Background: an optimization exercise with open tools, aiming at small area. Do not read the settings as production practice. In this exercise RTL edits were held to simulation tests only and were not proved equivalent to the original. Power figures rest on the tool's default switching activity, not on a simulated workload.

--- config.mk ---
export PLATFORM = sky130hd
export DESIGN_NAME = dcpu16_core
export DESIGN_NICKNAME = dcpu16_core
export VERILOG_FILES = /design/flow/design.v
export SDC_FILE = /design/flow/constraint.sdc
export NUM_CORES = 4
export LEC_CHECK = 0
export ABC_AREA = 1
export CAP_MARGIN = 20
export CORE_MARGIN = 2
export CORE_UTILIZATION = 40
export PLACE_DENSITY = 0.6
export SLEW_MARGIN = 20
--- constraint.sdc ---
create_clock -name core_clock -period 33.0 [get_ports {clk}]
set_input_delay 6.6000 -clock core_clock [delete_from_list [all_inputs] [get_ports {clk}]]
set_output_delay 6.6000 -clock core_clock [all_outputs]
set_load 0.01 [all_outputs]
--- design.v ---
module dcpu16_core (
    input  wire         clk,
    input  wire         rst,         
    input  wire         start,       
    output wire         busy,        
    output reg          mem_req,
    output reg          mem_we,
    output reg  [15:0]  mem_addr,
    output wire [15:0]  mem_wdata,
    input  wire         mem_ready,
    input  wire [15:0]  mem_rdata,
    output wire [127:0] regs,        
    output wire [15:0]  pc,
    output wire [15:0]  sp,
    output wire         o
);
    localparam [3:0] S_IDLE  = 4'd0,
                     S_FETCH = 4'd1,
                     S_RES   = 4'd2,
                     S_POP2  = 4'd3,
                     S_NW    = 4'd4,
                     S_RD    = 4'd5,
                     S_EXEC  = 4'd6,
                     S_LOOPR = 4'd7,    
                     S_LOOPL = 4'd8,    
                     S_OH    = 4'd9,    
                     S_DFIN  = 4'd10,   
                     S_MVH   = 4'd11,   
                     S_WB    = 4'd12,
                     S_SKIP  = 4'd13,
                     S_END   = 4'd14;
    reg [15:0] gpr [0:7];
    reg [15:0] pc_r;
    reg [15:0] sp_r;
    reg        o_r;
    reg [3:0]  st;
    reg [15:0] ir;
    reg        which;
    reg [4:0]  cnt;
    reg [15:0] X, Y, H, L;
    wire [3:0] op   = ir[3:0];
    wire [5:0] ca   = ir[9:4];
    wire [5:0] cb   = ir[15:10];
    wire [5:0] code = which ? cb : ca;
    assign busy = (st != S_IDLE);
    assign regs = {gpr[7], gpr[6], gpr[5], gpr[4], gpr[3], gpr[2], gpr[1], gpr[0]};
    assign pc   = pc_r;
    assign sp   = sp_r;
    assign o    = o_r;
    assign mem_wdata = X;
    reg p_pc, p_sp, p_gpr, p_x, p_h, p_hs;      
    reg q_y, q_rd, q_one, q_lit, q_o;           
    reg sub;                                    
    reg [1:0] lop;                              
    reg ld_v, ld_a;                             
    reg ld_x, ld_y, ld_h, ld_l, ld_pc, ld_sp, ld_gpr;
    reg shr_step, shl_step;
    reg o_ld;  reg o_nx;
    reg [3:0]  st_nx;
    reg        which_nx;
    reg        cnt_clr, cnt_inc;
    reg [2:0]  gi;                              
    wire [15:0] gval = gpr[gi];
    wire [15:0] P = ({16{p_pc}}  & pc_r)
                  | ({16{p_sp}}  & sp_r)
                  | ({16{p_gpr}} & gval)
                  | ({16{p_x}}   & X)
                  | ({16{p_h}}   & H)
                  | ({16{p_hs}}  & {H[14:0], X[15]});
    wire [15:0] Q = ({16{q_y}}   & Y)
                  | ({16{q_rd}}  & mem_rdata)
                  | {15'd0, q_one}
                  | ({16{q_lit}} & {11'd0, code[4:0]})
                  | {15'd0, q_o & o_r};
    wire [16:0] sum17 = {1'b0, P} + {1'b0, Q ^ {16{sub}}} + {16'd0, sub};
    wire [15:0] sum  = sum17[15:0];
    wire        cout = sum17[16];
    reg  [15:0] res;
    always @(*) begin
        case (lop)
            2'd0: res = sum;
            2'd1: res = P & Q;
            2'd2: res = P | Q;
            default: res = P ^ Q;
        endcase
    end
    wire zero = (res == 16'd0);
    wire big   = (Y[15:4] != 12'd0);
    wire stopc = cnt[4] | (!big && (op == 4'd7 || op == 4'd8) && cnt[3:0] == Y[3:0]);
    wire qbit  = (op != 4'd7) & (H[15] | cout);
    wire c_reg  = (code[5:3] == 3'd0);
    wire c_ind  = (code[5:3] == 3'd1);
    wire c_idx  = (code[5:3] == 3'd2);
    wire c_lit  = code[5];
    wire d_reg  = (ca[5:3] == 3'd0);
    wire d_mem  = (ca[5:3] == 3'd1) || (ca[5:3] == 3'd2) || (ca == 6'd24) ||
                  (ca == 6'd25) || (ca == 6'd26) || (ca == 6'd30);
    always @(*) begin
        p_pc = 0; p_sp = 0; p_gpr = 0; p_x = 0; p_h = 0; p_hs = 0;
        q_y = 0; q_rd = 0; q_one = 0; q_lit = 0; q_o = 0;
        sub = 0; lop = 2'd0;
        ld_v = 0; ld_a = 0;
        ld_x = 0; ld_y = 0; ld_h = 0; ld_l = 0; ld_pc = 0; ld_sp = 0; ld_gpr = 0;
        shr_step = 0; shl_step = 0;
        o_ld = 0; o_nx = 0;
        st_nx = st;
        which_nx = which;
        cnt_clr = 0; cnt_inc = 0;
        gi = code[2:0];
        mem_req = 0; mem_we = 0; mem_addr = pc_r;
        case (st)
            S_IDLE: begin
                if (start) st_nx = S_FETCH;
            end
            S_FETCH: begin
                mem_req = 1;
                ld_h = 1;             
                cnt_clr = 1;
                which_nx = 1'b0;
                if (mem_ready) st_nx = S_RES;
            end
            S_RES: begin
                if (c_lit) begin
                    q_lit = 1; ld_v = 1;
                end else if (c_reg) begin
                    p_gpr = 1; ld_v = 1;
                end else if (c_ind) begin
                    p_gpr = 1; ld_a = 1; st_nx = S_RD;
                end else if (c_idx || code == 6'd30 || code == 6'd31) begin
                    p_pc = 1; q_one = 1; ld_pc = 1; st_nx = S_NW;
                end else begin
                    case (code[2:0])
                        3'd0: begin p_sp = 1; ld_a = 1; st_nx = S_POP2; end        
                        3'd1: begin p_sp = 1; ld_a = 1; st_nx = S_RD; end          
                        3'd2: begin p_sp = 1; q_one = 1; sub = 1; ld_a = 1;        
                                    ld_sp = 1; st_nx = S_RD; end
                        3'd3: begin p_sp = 1; ld_v = 1; end                        
                        3'd4: begin p_pc = 1; ld_v = 1; end                        
                        default: begin q_o = 1; ld_v = 1; end                      
                    endcase
                end
            end
            S_POP2: begin
                p_sp = 1; q_one = 1; ld_sp = 1; st_nx = S_RD;
            end
            S_NW: begin
                mem_req = 1;
                q_rd = 1;
                if (code == 6'd31) begin
                    ld_v = mem_ready;
                end else begin
                    p_gpr = !code[3];      
                    ld_a = mem_ready;
                    if (mem_ready) st_nx = S_RD;
                end
            end
            S_RD: begin
                mem_req = 1;
                mem_addr = which ? Y : L;
                q_rd = 1;
                ld_v = mem_ready;
            end
            S_EXEC: begin
                p_x = 1; q_y = 1;
                case (op)
                    4'd0: st_nx = S_END;
                    4'd1: begin p_x = 0; ld_x = 1; st_nx = S_WB; end
                    4'd2: begin ld_x = 1; o_ld = 1; o_nx = cout; st_nx = S_WB; end
                    4'd3: begin sub = 1; ld_x = 1; o_ld = 1; o_nx = !cout; st_nx = S_WB; end
                    4'd4, 4'd8: st_nx = S_LOOPR;
                    4'd5, 4'd6, 4'd7: st_nx = S_LOOPL;
                    4'd9:  begin lop = 2'd1; ld_x = 1; st_nx = S_WB; end
                    4'd10: begin lop = 2'd2; ld_x = 1; st_nx = S_WB; end
                    4'd11: begin lop = 2'd3; ld_x = 1; st_nx = S_WB; end
                    4'd12: begin sub = 1; st_nx = zero ? S_END : S_SKIP; end
                    4'd13: begin sub = 1; st_nx = zero ? S_SKIP : S_END; end
                    4'd14: begin sub = 1; st_nx = (zero || !cout) ? S_SKIP : S_END; end
                    default: begin lop = 2'd1; st_nx = zero ? S_SKIP : S_END; end
                endcase
            end
            S_LOOPR: begin
                p_h = 1;
                q_y = (op == 4'd4) & X[0];
                if (stopc) begin
                    if (op == 4'd4) st_nx = S_OH;
                    else begin o_ld = 1; o_nx = 1'b0; st_nx = S_WB; end
                end else begin
                    shr_step = 1; cnt_inc = 1;
                end
            end
            S_LOOPL: begin
                p_hs = 1;
                q_y = (op != 4'd7);
                sub = 1;
                if (stopc) begin
                    st_nx = (op == 4'd7) ? S_OH : S_DFIN;
                end else begin
                    shl_step = 1; cnt_inc = 1;
                end
            end
            S_OH: begin
                p_h = 1; o_ld = 1; o_nx = !zero; st_nx = S_WB;
            end
            S_DFIN: begin
                q_y = 1;
                if (zero) begin ld_x = 1; ld_h = 1; end
                o_ld = 1; o_nx = (op == 4'd5) & zero;
                st_nx = (op == 4'd5) ? S_WB : S_MVH;
            end
            S_MVH: begin
                p_h = 1; ld_x = 1; st_nx = S_WB;
            end
            S_WB: begin
                p_x = 1;
                gi = ca[2:0];
                st_nx = S_END;
                if (d_reg) ld_gpr = 1;
                else if (ca == 6'd27) ld_sp = 1;
                else if (ca == 6'd28) begin q_one = 1; ld_pc = 1; st_nx = S_IDLE; end
                else if (ca == 6'd29) begin o_ld = 1; o_nx = !zero; end
                else if (d_mem) begin
                    mem_req = 1; mem_we = 1; mem_addr = L;
                    st_nx = mem_ready ? S_END : S_WB;
                end
            end
            S_SKIP: begin
                p_pc = 1; q_one = 1; ld_pc = 1; st_nx = S_END;
            end
            S_END: begin
                p_pc = 1; q_one = 1; ld_pc = 1; st_nx = S_IDLE;
            end
            default: st_nx = S_IDLE;
        endcase
        if (ld_v) begin
            if (which) begin ld_y = 1; st_nx = S_EXEC; end
            else begin ld_x = 1; which_nx = 1'b1; st_nx = S_RES; end
        end
        if (ld_a) begin
            if (which) ld_y = 1; else ld_l = 1;
        end
    end
    wire [15:0] wdat = res & {16{~rst}};
    integer k;
    always @(posedge clk) begin
        for (k = 0; k < 8; k = k + 1)
            if (rst || (ld_gpr && gi == k[2:0])) gpr[k] <= wdat;
        if (rst || ld_pc) pc_r <= wdat;
        if (rst || ld_sp) sp_r <= wdat;
        if (rst || o_ld)  o_r  <= o_nx & ~rst;
    end
    always @(posedge clk) begin
        if (rst) st <= S_IDLE;
        else     st <= st_nx;
        which <= which_nx;
        if (cnt_clr) cnt <= 5'd0;
        else if (cnt_inc) cnt <= cnt + 5'd1;
        if (st == S_FETCH) ir <= mem_rdata;
        if (ld_x) X <= res;
        else if (shr_step) X <= {sum[0], X[15:1]};
        else if (shl_step) X <= {X[14:0], qbit};
        if (ld_y) Y <= res;
        if (ld_h) H <= res;
        else if (shr_step) H <= {cout, sum[15:1]};
        else if (shl_step) H <= qbit ? sum : P;
        if (ld_l) L <= res;
    end
endmodule
--- run.sh ---
#!/bin/bash
# synth_recipe.tcl (not shown) runs the flow's synth.tcl, then flattens the netlist and writes it again
# the make line also repeats each setting of config.mk as NAME=value (left out here)
make -C /OpenROAD-flow-scripts/flow DESIGN_CONFIG=/design/flow/config.mk WORK_HOME=/design/flow/orfs CLKGATE_MAP_FILE= SYNTH_SCRIPT=/design/flow/synth_recipe.tcl finish
==> impl_metrics.tcl <==
set metrics [dict create \
    outcome "no timing/DRC/antenna violations" \
    synthMuxAreaShare 0 \
    synth-seq-cells 251 \
    critPathMostFrequentCell "nand2_1" \
    tns_ns 0 \
    syn_nets 1568 \
    viasPerCell 5.88 \
    yosysSeqAreaShare 0.529 \
    power_switching_mw 0.713 \
    p_seq_frac 0.337 \
    cts_tree "built" \
    slowest_stage "nand2_1" \
    yosys.area_share.simple 0.180 \
    cts_resized 0 \
    relSlewSlack 0.273 \
    cts_setup_buffers 0 \
    peakVddDrop_v 0.0000497 \
    internal-power_mw 0.894 \
    wl_per_cell_um 25.9 \
    fin_skew_ns 0.0161 \
    rows 68 \
    r2r-end "X[4]$_DFFE_PP_" \
    endpoint "X[4]$_DFFE_PP_" \
    netSwitchingFraction 0.443 \
    grtUsageTotal 0.309 \
    ant_nets 0 \
    grt_pass1_vias 12084 \
    crit_type "in -> reg" \
    crit_chain "clkdlybuf4s50_1, nand2_1, a21boi_0, xnor2_1, ha_1, a21oi_1, o21a_1, nand2_1, a21boi_0, xnor2_1, nand2_1, nand2_1, a21oi_1, nand2_1, nor3_1, nand3_1, nor3_2, nand3_2, inv_2, nand3_4, nand2_4, inv_2, nand2_1" \
    die_h_um 192 \
    async_flop_share 0 \
    clock-root-buffer "clkbuf_16" \
    fin_crit_ns 11.63 \
    antenna_cells 0 \
    rrSetupSlack_ns 24.98 \
    synth_edf_count 241 \
    worstMarginPinSlew_ns 1.09 \
    yosys.area_share.adder 0.0432 \
    htreeDepth 1 \
    ff2ff_path_depth 33 \
    drc 0 \
    synth-compound-area-share 0.161 \
    syn_area_per_cell_um2 9.38 \
    hold_viol_final 0 \
    synth_top_family_by_area "simple AND/OR/NAND/NOR gates" \
    wl_mm 57.1 \
    area_growth_pct 25.7 \
    cp-start-kind "input pin" \
    synth_warnings 2 \
    numCtsBuffers 27 \
    place_congestion 1.00 \
    final_layout_size_suffix_gt1_frac 0.0852 \
    clkLatencyLatePin_ns 0.57 \
    max_freq_mhz 86.0 \
    syn_inst 1500 \
    min_period_over_period 0.352 \
    layout.nets 1797 \
    crit_fanout 29 \
    share_comb_of_total_power 0.485 \
    crit_path_max_incr_delay_ns 0.60 \
    setup_viol 0 \
    synth_ff_type "edfxtp_1" \
    grt_max_degree 37 \
    die-area_um2 36700 \
    synth_area_um2 14100 \
    cp.depth 23 \
    clockPowerShare 0.179 \
    grt_pass1_wl_mm 81.7 \
    antenna_found_initial 1 \
    dr.pass1.iters 7 \
    synth.distinct_cells 62 \
    die_x_um 192 \
    cellPowerDensity_nw_per_um2 90.9 \
    portBuffers 215 \
    startpoint "mem_rdata[7]" \
    cts_hold_buf 0 \
    critPathBufInv 3 \
    r2r-start "which$_DFF_P_" \
    p_leak_nw 7.21 \
    clk_path_buf_depth 3 \
    clk_pin_slew_ns 0.06 \
    vias 12952 \
    synth_xor_area_frac 0.0137 \
    crit_required_ns 33.19 \
    cp_top_family "simple AND/OR/NAND/NOR gates" \
    drt_iter0_markers 1753 \
    drv_cap 0 \
    start_util 0.406 \
    io_pins 216 \
    arrival_ns 11.82 \
    dp_hpwl_mm 43.6 \
    core_area_um2 34600 \
    worstHoldPathType "reg -> reg" \
    rsz0062_at_grt "no" \
    dp_cells 2154 \
    stdcell_count 2204 \
    endpoint_kind "flip-flop" \
    grt_overflow 0 \
    clock-sinks 251 \
    slew_viol_final 0 \
]
[layout make-up]
type / count / area, µm²
clock buffer: 33 / 698
clock inverter: 16 / 119
fill: 3145 / 16900
inverter: 220 / 828
multi-input combinational: 985 / 5650
sequential: 251 / 7440
tap: 455 / 569
timing repair buffer: 244 / 2390
[power groups by stage]
stage                     Combinational (mW)  Sequential (mW)  Clock, mW
after global placement                 0.755            0.544          0
after floorplan                        0.388            0.546          0
after global routing                   0.831            0.546      0.300
final                                  0.779            0.541      0.287
after detailed placement               0.758            0.544          0
after CTS                              0.762            0.539      0.289
[cells by family after synthesis]
logic type,Yosys count
AND/OR/NAND/NOR,564
buffers and inverters,264
XOR/XNOR,22
flip-flops,251
AO/OA/AOI/OAI,351
adder cells (fa/ha/maj),48
[synth_stat cells (3+ instances only)]
cell type	number	area share
nand4_1	16	0.0071
buf_6	3	0.0024
inv_2	17	0.0045
nand2_4	3	0.0024
nand3_1	68	0.024
inv_1	198	0.053
a22oi_1	25	0.013
a32oi_1	11	0.0068
a221oi_1	8	0.0050
a21oi_1	74	0.026
nor4_1	9	0.0040
nor3_1	19	0.0068
o211ai_1	27	0.014
a21boi_0	10	0.0053
nor2_4	4	0.0032
a2111oi_0	8	0.0050
a22o_1	3	0.0019
o21ai_2	6	0.0037
nand2_2	13	0.0058
a32o_1	3	0.0021
o211ai_2	3	0.0027
and2_1	3	0.0013
o21ai_1	14	0.0050
ha_1	47	0.042
buf_2	6	0.0021
dfxtp_1	10	0.014
clkinv_1	4	0.0011
nor2_2	10	0.0044
a41oi_1	9	0.0056
nand2_1	270	0.072
o22ai_1	16	0.0071
o221ai_1	13	0.0081
or2_2	4	0.0018
nand3_2	9	0.0064
a31oi_1	15	0.0067
o21a_1	5	0.0027
o21ai_0	88	0.031
edfxtp_1	241	0.51
xnor2_1	20	0.012
nor2_1	128	0.034
clkbuf_1	32	0.0085
[layout by cell type (no fill, tap or decap), drive strengths merged, types with 4 or more instances in the layout]
cell             n
a2111oi          8
a21boi          10
a21oi           75
a221oi           8
a22oi           25
a31oi           15
a32oi           11
a41oi            9
buf             29
clkbuf          33
clkdlybuf4s50  215
clkinv          18
dfxtp           10
edfxtp         241
ha              47
inv            217
nand2          286
nand3           78
nand4           17
nor2           142
nor3            21
nor4             9
o211ai          30
o21a             5
o21ai          108
o221ai          13
o22ai           16
or2              4
xnor2           20
[worst register-to-register path, delay by kind of cell, from the launching register on]
kind | cells | cell delay [ns]
and+or+nand+nor | 19 | 3.66
xor gates and xnor gates | 1 | 0.18
AOI/OAI and AO/OA | 6 | 1.80
buffers and inverters | 6 | 1.36
adders and majority gates | 1 | 0.41
DFF | 1 | 0.29
[how the worst min path moves through the flow]
stage,start,endpoint,slack [ns],cells after the start
after detailed placement,cnt[4]$_SDFFE_PP0P_,cnt[4]$_SDFFE_PP0P_,0.46,2
final,cnt[4]$_SDFFE_PP0P_,cnt[4]$_SDFFE_PP0P_,0.47,2
after floorplan,cnt[4]$_SDFFE_PP0P_,cnt[4]$_SDFFE_PP0P_,0.44,2
after global routing,cnt[4]$_SDFFE_PP0P_,cnt[4]$_SDFFE_PP0P_,0.49,2
after global placement,cnt[4]$_SDFFE_PP0P_,cnt[4]$_SDFFE_PP0P_,0.45,2
after CTS,cnt[4]$_SDFFE_PP0P_,cnt[4]$_SDFFE_PP0P_,0.48,2
[layer usage]
layer  wire [µm]  vias to the layer above  track usage
met5           8                        -            0
met4        1750                        2       0.0888
met3        6690                      111       0.0720
met2       25500                      845        0.479
met1       23200                     6246        0.433
li1            -                     5748            -
[per-stage QoR]
stage | hold slack (ns) | setup WS (ns) | utilization | cell area [µm²] | power (mW)
floorplan | 0.436 | 22.28 | - | 14100 | 0.934
global placement | 0.452 | 21.05 | 0.486 | 16800 | 1.30
detailed placement | 0.460 | 20.92 | 0.486 | 16800 | 1.30
CTS | 0.478 | 21.49 | 0.510 | 17700 | 1.59
global route | 0.491 | 20.91 | 0.511 | 17700 | 1.68
finish | 0.465 | 21.37 | 0.511 | 17700 | 1.61
[sequential cells by signal (all words and copies together), names as in the netlist]
name	cells
gpr	128
H	16
L	16
X	16
Y	16
ir	16
pc_r	16
sp_r	16
cnt	5
st	4
o_r	1
which	1

==> static timing again, ports no longer ideal <==
The flow's constraints put no driver on any port. The routed layout listed below was extracted and timed again, unchanged, in two steps. Step 1: set_driving_cell puts a clkbuf_16 on clk and a buf_2 on each other input, an assumption about the parent block. Step 2, shift: input delay + t, output delay - t, t = (earliest + latest rising clock arrival at the registers) / 2. This alone moves slack from input paths to output paths. Three values: ideal, step 1, step 2; two values: the first two.
t (ns): 0.615
setup WS [ns]: 21.371 / 21.400 / 20.785
worst register clock-pin slew, ns: 0.07 / 0.07
pins driven straight from the clock port: 1
After both steps this run still meets setup and hold. For this run, drivers alone change the setup slack by +0.029 ns; drivers and shift together by -0.586 ns.
